From an optimization exercise on the open Yosys and OpenROAD flow, aimed at small area, a short achievable clock period and few clock cycles; shortcuts taken in it are not production practice. Only simulation tests tie the RTL to the original design; equivalence was not proved.

==> v39: inputs <==
// chichi_engine
module chichi_engine (
    input  wire        clk,
    input  wire        rst,
    input  wire        bus_valid,
    input  wire        bus_we,
    input  wire [5:0]  bus_addr,
    input  wire [3:0]  bus_size,
    input  wire [63:0] bus_wdata,
    output wire [63:0] bus_rdata
);
clock: 6.0 ns
lec_check: 0
cap_margin: 20
core_margin: 2
core_utilization: 38
place_density: 0.58
setup_slack_margin: 3.25
slew_margin: 20
standard.sh (not shown) runs the stock make flow with config.mk's settings and CLKGATE_MAP_FILE= SYNTH_SCRIPT=/design/flow/synth_recipe.tcl, a recipe that flattens the netlist after the stock synthesis.
==> flow/flow/run.sh <==
#!/bin/bash
# Own layout flow: the standard ORFS flow (standard.sh, all steps from
# synthesis to finish) with a config that also marks slow wide OR/NOR cells
# don't-use (see flow/dont_use.txt), so that synthesis maps the bus decode
# with faster gates. Everything else, including the clock period, SDC, the
# synthesis script and the power grid, is the standard flow's.
set -euo pipefail
cd "$(dirname "$0")/.."
cp config.mk config_own.mk
printf 'export DONT_USE_CELLS = %s\n' "$(tr '\n' ' ' < flow/dont_use.txt)" >> config_own.mk
sed "s|DESIGN_CONFIG=[^ ]*|DESIGN_CONFIG=$PWD/config_own.mk|" standard.sh > standard_own.sh
bash standard_own.sh finish > flow_make.log 2>&1
test -s out/final.def
==> flow/flow/dont_use.txt <==
sky130_fd_sc_hd__or4_1
sky130_fd_sc_hd__or4_2
sky130_fd_sc_hd__or4_4
sky130_fd_sc_hd__or4b_1
sky130_fd_sc_hd__or4b_2
sky130_fd_sc_hd__or4b_4
sky130_fd_sc_hd__or4bb_1
sky130_fd_sc_hd__or4bb_2
sky130_fd_sc_hd__or4bb_4
sky130_fd_sc_hd__or3_1
sky130_fd_sc_hd__or3_2
sky130_fd_sc_hd__or3_4
sky130_fd_sc_hd__or3b_1
sky130_fd_sc_hd__or3b_2
sky130_fd_sc_hd__or3b_4
sky130_fd_sc_hd__nor4_1
sky130_fd_sc_hd__nor4_2
sky130_fd_sc_hd__nor4_4
sky130_fd_sc_hd__nor4b_1
sky130_fd_sc_hd__nor4b_2
sky130_fd_sc_hd__nor4b_4
sky130_fd_sc_hd__nor4bb_1
sky130_fd_sc_hd__nor4bb_2
sky130_fd_sc_hd__nor4bb_4
sky130_fd_sc_hd__clkdlybuf4s15_1
sky130_fd_sc_hd__clkdlybuf4s15_2
sky130_fd_sc_hd__clkdlybuf4s18_1
sky130_fd_sc_hd__clkdlybuf4s18_2
sky130_fd_sc_hd__clkdlybuf4s25_1
sky130_fd_sc_hd__clkdlybuf4s25_2
sky130_fd_sc_hd__clkdlybuf4s50_1
sky130_fd_sc_hd__clkdlybuf4s50_2
sky130_fd_sc_hd__dlygate4sd1_1
sky130_fd_sc_hd__dlygate4sd2_1
sky130_fd_sc_hd__dlygate4sd3_1
sky130_fd_sc_hd__dlymetal6s2s_1
sky130_fd_sc_hd__dlymetal6s4s_1
sky130_fd_sc_hd__dlymetal6s6s_1
==> inputs of v36, as changes to v39 <==
--- a/flow/design.v
+++ b/flow/design.v
@@ -97,13 +97,12 @@
     reg        err_q;
     reg [5:0]  errcode_q;            
     reg [31:0] errinfo_q;            
     reg        pend_q;               
     reg        zpend_q;              
     reg        first_q;              
-    reg        exec_q;               
     reg        derr_q;               
     reg [5:0]  dcode_q;              
     reg        single_q;             
     reg [1:0]  vsel_q;               
     reg [6:0]  ra_q, rl_q;
     reg        rv_q;
@@ -114,13 +113,13 @@
     reg        k1_q;                             
     reg        f3_q;                             
     reg        cap_q;                            
     reg        rot_q;                            
     reg [3:0]  rr_q;                             
     reg        rsetb_q;
-    reg        m_cc_q, m_en_q, m_tcc_q;
+    reg        m_cc_q, m_en1_q, m_en2_q, m_ent_q, m_tcc_q;    
     reg        xop_q;                
     reg        xrun_q;               
     reg        rsx_q;                
     reg        rwt_q;                
     reg        rchk_q;               
     reg [7:0]  rsum_q;               
@@ -227,13 +226,13 @@
     wire n_fin = n_frnd || (n_dec && rounds_one);      
     wire n_full = n_rnd || (n_dec && !rounds_one);     
     wire n_rot = n_setb || ((n_extr || n_getb) && n_a != 7'd0 && (n_getb || n_l != 7'd0));
     wire [1:0] n_rr = n_setb ? n_rd[1:0] : n_rs[1:0];
     wire fast_dec = cmd_take && n_dec && (nw[15:14] == 2'd0) && !nw[31] &&
                     !rounds_one && !zpend_q;
-    wire exec    = exec_q && !derr_q;                
+    wire exec    = first_q && !derr_q;               
     wire rnd_now = (exec && k1_q) || (drun_q && !dlast_q);
     wire fin_now = (exec && f3_q) || (drun_q && dlast_q);
     wire rot_now = rrun_q;
     wire [6:0] rs_n  = rr_q[3] ? 7'd64 : w_n;
     wire [7:0] r_end = {1'b0, ra_q} + {1'b0, rl_q};
     wire rng_err = rchk_q && rng_q;
@@ -250,17 +249,17 @@
             2'd0: vrs = {24'd0, x1_q};
             2'd1: vrs = {24'd0, x2_q};
             2'd2: vrs = {24'd0, x_q};
             default: vrs = t_q;
         endcase
     end
-    wire [39:0] c1  = chix40(x1_q, wsel_q, m_cc_q, m_en_q);
+    wire [39:0] c1  = chix40(x1_q, wsel_q, m_cc_q, m_en1_q);
     wire [39:0] ln1 = lin40w(c1, wsel_q);
-    wire [39:0] c2  = chix40(x2_q, wsel_q, m_cc_q, m_en_q);
+    wire [39:0] c2  = chix40(x2_q, wsel_q, m_cc_q, m_en2_q);
     wire [39:0] ln2 = lin40w(c2, wsel_q);
-    wire [63:0] ct  = chix64(t_q, m_tcc_q, m_en_q);
+    wire [63:0] ct  = chix64(t_q, m_tcc_q, m_ent_q);
     wire [63:0] tn  = lin64(ct);
     wire [39:0] r_x1 = rotx(x1_q, wsel_q, wrapv ? rv_q : x1_q[0]);
     wire [39:0] r_x2 = rotx(x2_q, wsel_q, wrapv ? rv_q : x2_q[0]);
     wire [39:0] r_x  = rotx(x_q,  wsel_q, wrapv ? rv_q : x_q[0]);
     wire [63:0] r_t  = {wrapv ? rv_q : t_q[0], t_q[63:1]};
     reg [63:0] emask;
@@ -303,14 +302,14 @@
     wire s3_l2  = xrun_q && l3_q;
     wire s3_sw  = exec && xop_q;
     wire s3_rot = rot_now && rr_q[2];
     wire s3_h   = !(s3_din || s3_x || s3_m || s3_c || s3_l2 || s3_sw || s3_rot);
     wire [39:0] x_cold = ({40{s3_l2}} & ln2) | ({40{s3_c}} & c2) | ({40{s3_din}} & din_q[39:0]) |
                          ({40{s3_rot}} & r_x) | ({40{s3_sw}} & x2_q) |
-                         (({40{s3_x || s3_h}} & x_q) ^ ({40{s3_m}} & x1_q) ^
-                          ({40{s3_x || s3_m}} & vrs[39:0]));
+                         ({40{s3_h}} & x_q) |
+                         (({40{s3_x}} & x_q | {40{s3_m}} & x1_q) ^ ({40{s3_x || s3_m}} & vrs[39:0]));
     wire [39:0] x_nxt = hot_3 ? (ln1 ^ ln2) : clr_x ? 40'd0 : x_cold;
     wire st_din = exec && ldt_q;
     wire st_z   = exec && zt_q;
     wire st_c   = exec && ct_q;
     wire st_rot = rot_now && rr_q[3];
     wire st_l   = exec && lt_q;
@@ -331,17 +330,18 @@
             wsel_q   <= 1'b0;
             rounds_q <= 8'd3;
             err_q    <= 1'b0;
             pend_q   <= 1'b0;
             zpend_q  <= 1'b0;
             first_q  <= 1'b0;
-            exec_q   <= 1'b0;
             drun_q   <= 1'b0;
             rrun_q   <= 1'b0;
             m_cc_q   <= 1'b1;
-            m_en_q   <= 1'b1;
+            m_en1_q  <= 1'b1;
+            m_en2_q  <= 1'b1;
+            m_ent_q  <= 1'b1;
             m_tcc_q  <= 1'b0;
             xrun_q   <= 1'b0;
             rchk_q   <= 1'b0;
             rwt_q    <= 1'b0;
         end else begin
             rsum_q <= r_end;
@@ -361,19 +361,20 @@
             end
             if (info_en)
                 errinfo_q <= info_sel;
             if (pend_q) begin
                 pend_q  <= pend_next;
                 first_q <= 1'b0;
-                exec_q  <= 1'b0;
                 xrun_q  <= exec && xop_q;
                 rwt_q   <= exec && rot_q;
                 rchk_q  <= rwt_q;
                 if (!(exec && xop_q)) begin
                     m_cc_q  <= 1'b1;
-                    m_en_q  <= 1'b1;
+                    m_en1_q <= 1'b1;
+                    m_en2_q <= 1'b1;
+                    m_ent_q <= 1'b1;
                     m_tcc_q <= 1'b0;
                 end
                 if (first_q && derr_q && !h_err) begin
                     err_q     <= 1'b1;
                     errcode_q <= dcode_q;
                 end
@@ -404,15 +405,16 @@
                     rlast_q <= (k_q + 7'd1) == rw_m1;
                 end
             end
             if (cmd_take) begin
                 pend_q   <= 1'b1;
                 first_q  <= !fast_dec;
-                exec_q   <= !fast_dec;
                 m_cc_q   <= !(n_chi || n_lin);
-                m_en_q   <= !n_lin;
+                m_en1_q  <= !(n_lin && n_t0);
+                m_en2_q  <= !(n_lin && (n_t1 || n_t2));
+                m_ent_q  <= !(n_lin && n_t3);
                 m_tcc_q  <= n_cc;
                 if (fast_dec)
                     drun_q <= 1'b1;
             end
             if (!pend_q) begin
                 rem_q    <= rounds_q - 8'd2;
- CORE_UTILIZATION: 38 -> 40
- PLACE_DENSITY: 0.58 -> 0.6
- SETUP_SLACK_MARGIN: 3.25 -> 3.2
==> inputs of v20, as changes to v39 <==
--- a/flow/design.v
+++ b/flow/design.v
@@ -97,13 +97,12 @@
     reg        err_q;
     reg [5:0]  errcode_q;            
     reg [31:0] errinfo_q;            
     reg        pend_q;               
     reg        zpend_q;              
     reg        first_q;              
-    reg        exec_q;               
     reg        derr_q;               
     reg [5:0]  dcode_q;              
     reg        single_q;             
     reg [1:0]  vsel_q;               
     reg [6:0]  ra_q, rl_q;
     reg        rv_q;
@@ -114,13 +113,13 @@
     reg        k1_q;                             
     reg        f3_q;                             
     reg        cap_q;                            
     reg        rot_q;                            
     reg [3:0]  rr_q;                             
     reg        rsetb_q;
-    reg        m_cc_q, m_en_q, m_tcc_q;
+    reg        m_cc_q, m_en1_q, m_en2_q, m_ent_q, m_tcc_q;    
     reg        xop_q;                
     reg        xrun_q;               
     reg        rsx_q;                
     reg        rwt_q;                
     reg        rchk_q;               
     reg [7:0]  rsum_q;               
@@ -227,13 +226,13 @@
     wire n_fin = n_frnd || (n_dec && rounds_one);      
     wire n_full = n_rnd || (n_dec && !rounds_one);     
     wire n_rot = n_setb || ((n_extr || n_getb) && n_a != 7'd0 && (n_getb || n_l != 7'd0));
     wire [1:0] n_rr = n_setb ? n_rd[1:0] : n_rs[1:0];
     wire fast_dec = cmd_take && n_dec && (nw[15:14] == 2'd0) && !nw[31] &&
                     !rounds_one && !zpend_q;
-    wire exec    = exec_q && !derr_q;                
+    wire exec    = first_q && !derr_q;               
     wire rnd_now = (exec && k1_q) || (drun_q && !dlast_q);
     wire fin_now = (exec && f3_q) || (drun_q && dlast_q);
     wire rot_now = rrun_q;
     wire [6:0] rs_n  = rr_q[3] ? 7'd64 : w_n;
     wire [7:0] r_end = {1'b0, ra_q} + {1'b0, rl_q};
     wire rng_err = rchk_q && rng_q;
@@ -250,17 +249,17 @@
             2'd0: vrs = {24'd0, x1_q};
             2'd1: vrs = {24'd0, x2_q};
             2'd2: vrs = {24'd0, x_q};
             default: vrs = t_q;
         endcase
     end
-    wire [39:0] c1  = chix40(x1_q, wsel_q, m_cc_q, m_en_q);
+    wire [39:0] c1  = chix40(x1_q, wsel_q, m_cc_q, m_en1_q);
     wire [39:0] ln1 = lin40w(c1, wsel_q);
-    wire [39:0] c2  = chix40(x2_q, wsel_q, m_cc_q, m_en_q);
+    wire [39:0] c2  = chix40(x2_q, wsel_q, m_cc_q, m_en2_q);
     wire [39:0] ln2 = lin40w(c2, wsel_q);
-    wire [63:0] ct  = chix64(t_q, m_tcc_q, m_en_q);
+    wire [63:0] ct  = chix64(t_q, m_tcc_q, m_ent_q);
     wire [63:0] tn  = lin64(ct);
     wire [39:0] r_x1 = rotx(x1_q, wsel_q, wrapv ? rv_q : x1_q[0]);
     wire [39:0] r_x2 = rotx(x2_q, wsel_q, wrapv ? rv_q : x2_q[0]);
     wire [39:0] r_x  = rotx(x_q,  wsel_q, wrapv ? rv_q : x_q[0]);
     wire [63:0] r_t  = {wrapv ? rv_q : t_q[0], t_q[63:1]};
     reg [63:0] emask;
@@ -303,14 +302,14 @@
     wire s3_l2  = xrun_q && l3_q;
     wire s3_sw  = exec && xop_q;
     wire s3_rot = rot_now && rr_q[2];
     wire s3_h   = !(s3_din || s3_x || s3_m || s3_c || s3_l2 || s3_sw || s3_rot);
     wire [39:0] x_cold = ({40{s3_l2}} & ln2) | ({40{s3_c}} & c2) | ({40{s3_din}} & din_q[39:0]) |
                          ({40{s3_rot}} & r_x) | ({40{s3_sw}} & x2_q) |
-                         (({40{s3_x || s3_h}} & x_q) ^ ({40{s3_m}} & x1_q) ^
-                          ({40{s3_x || s3_m}} & vrs[39:0]));
+                         ({40{s3_h}} & x_q) |
+                         (({40{s3_x}} & x_q | {40{s3_m}} & x1_q) ^ ({40{s3_x || s3_m}} & vrs[39:0]));
     wire [39:0] x_nxt = hot_3 ? (ln1 ^ ln2) : clr_x ? 40'd0 : x_cold;
     wire st_din = exec && ldt_q;
     wire st_z   = exec && zt_q;
     wire st_c   = exec && ct_q;
     wire st_rot = rot_now && rr_q[3];
     wire st_l   = exec && lt_q;
@@ -331,17 +330,18 @@
             wsel_q   <= 1'b0;
             rounds_q <= 8'd3;
             err_q    <= 1'b0;
             pend_q   <= 1'b0;
             zpend_q  <= 1'b0;
             first_q  <= 1'b0;
-            exec_q   <= 1'b0;
             drun_q   <= 1'b0;
             rrun_q   <= 1'b0;
             m_cc_q   <= 1'b1;
-            m_en_q   <= 1'b1;
+            m_en1_q  <= 1'b1;
+            m_en2_q  <= 1'b1;
+            m_ent_q  <= 1'b1;
             m_tcc_q  <= 1'b0;
             xrun_q   <= 1'b0;
             rchk_q   <= 1'b0;
             rwt_q    <= 1'b0;
         end else begin
             rsum_q <= r_end;
@@ -361,19 +361,20 @@
             end
             if (info_en)
                 errinfo_q <= info_sel;
             if (pend_q) begin
                 pend_q  <= pend_next;
                 first_q <= 1'b0;
-                exec_q  <= 1'b0;
                 xrun_q  <= exec && xop_q;
                 rwt_q   <= exec && rot_q;
                 rchk_q  <= rwt_q;
                 if (!(exec && xop_q)) begin
                     m_cc_q  <= 1'b1;
-                    m_en_q  <= 1'b1;
+                    m_en1_q <= 1'b1;
+                    m_en2_q <= 1'b1;
+                    m_ent_q <= 1'b1;
                     m_tcc_q <= 1'b0;
                 end
                 if (first_q && derr_q && !h_err) begin
                     err_q     <= 1'b1;
                     errcode_q <= dcode_q;
                 end
@@ -404,15 +405,16 @@
                     rlast_q <= (k_q + 7'd1) == rw_m1;
                 end
             end
             if (cmd_take) begin
                 pend_q   <= 1'b1;
                 first_q  <= !fast_dec;
-                exec_q   <= !fast_dec;
                 m_cc_q   <= !(n_chi || n_lin);
-                m_en_q   <= !n_lin;
+                m_en1_q  <= !(n_lin && n_t0);
+                m_en2_q  <= !(n_lin && (n_t1 || n_t2));
+                m_ent_q  <= !(n_lin && n_t3);
                 m_tcc_q  <= n_cc;
                 if (fast_dec)
                     drun_q <= 1'b1;
             end
             if (!pend_q) begin
                 rem_q    <= rounds_q - 8'd2;
==> flow_metrics.tcl <==
set metrics [dict create \
    via_count 40525 \
    synth_xor_area_share_pct 15.9 \
    grt_usage_pct 39.3 \
    grt_pass1_wl_um 279000 \
    post_cts_resized 255 \
    status "finished clean" \
]
[end of results for v36]
==> flow_metrics.tcl <==
set metrics [dict create \
    p_int_w 0.00703 \
    status "finished clean" \
    grt_usage_pct 37.3 \
    via_count 40934 \
    post_cts_resized 258 \
    grt_pass1_wl_um 277000 \
    buffer_area_share_pct 6.69 \
]
[end of results for v20]
==> flow_metrics.tcl <==
set metrics [dict create \
    status "finished clean" \
    regToRegStartpoint "m_en_q" \
    grt_pass1_wl_um 266000 \
    synth_xor_area_share_pct 17.7 \
    via_count 39673 \
    post_cts_resized 271 \
]
[end of results for v39]
Testbench counts of v39, summed over its fixed seeds: cycles 48,016.
Testbench counts of v36, summed over its fixed seeds: cycles 48,016.
Testbench counts of v20, summed over its fixed seeds: cycles 48,016.

==> static timing again, ports no longer ideal <==
Ports are ideal in the flow. The routed layouts listed here were re-timed in OpenROAD. Step 1 assumes that a clkbuf_16 drives the clock port and a buf_2 every other input. Step 2 times the ports against the registers' clock, not the clock port: input delays grow and output delays shrink by t, the midpoint of the rising clock arrivals with the driver on. Slacks: ideal / step 1 / step 2; pairs: ideal / step 1.
run	t (ns)	setup WS [ns]	clock arrival spread, ns
v39	0.748	3.154 / 3.154 / 2.523	0.033 / 0.033
v36	0.739	3.068 / 3.068 / 2.544	0.064 / 0.064
v20	0.740	3.156 / 3.156 / 2.570	0.054 / 0.054
After both steps every run listed still meets setup and hold. For v39, which loses most, drivers alone change the setup slack by 0.000 ns; drivers and shift together by -0.631 ns.
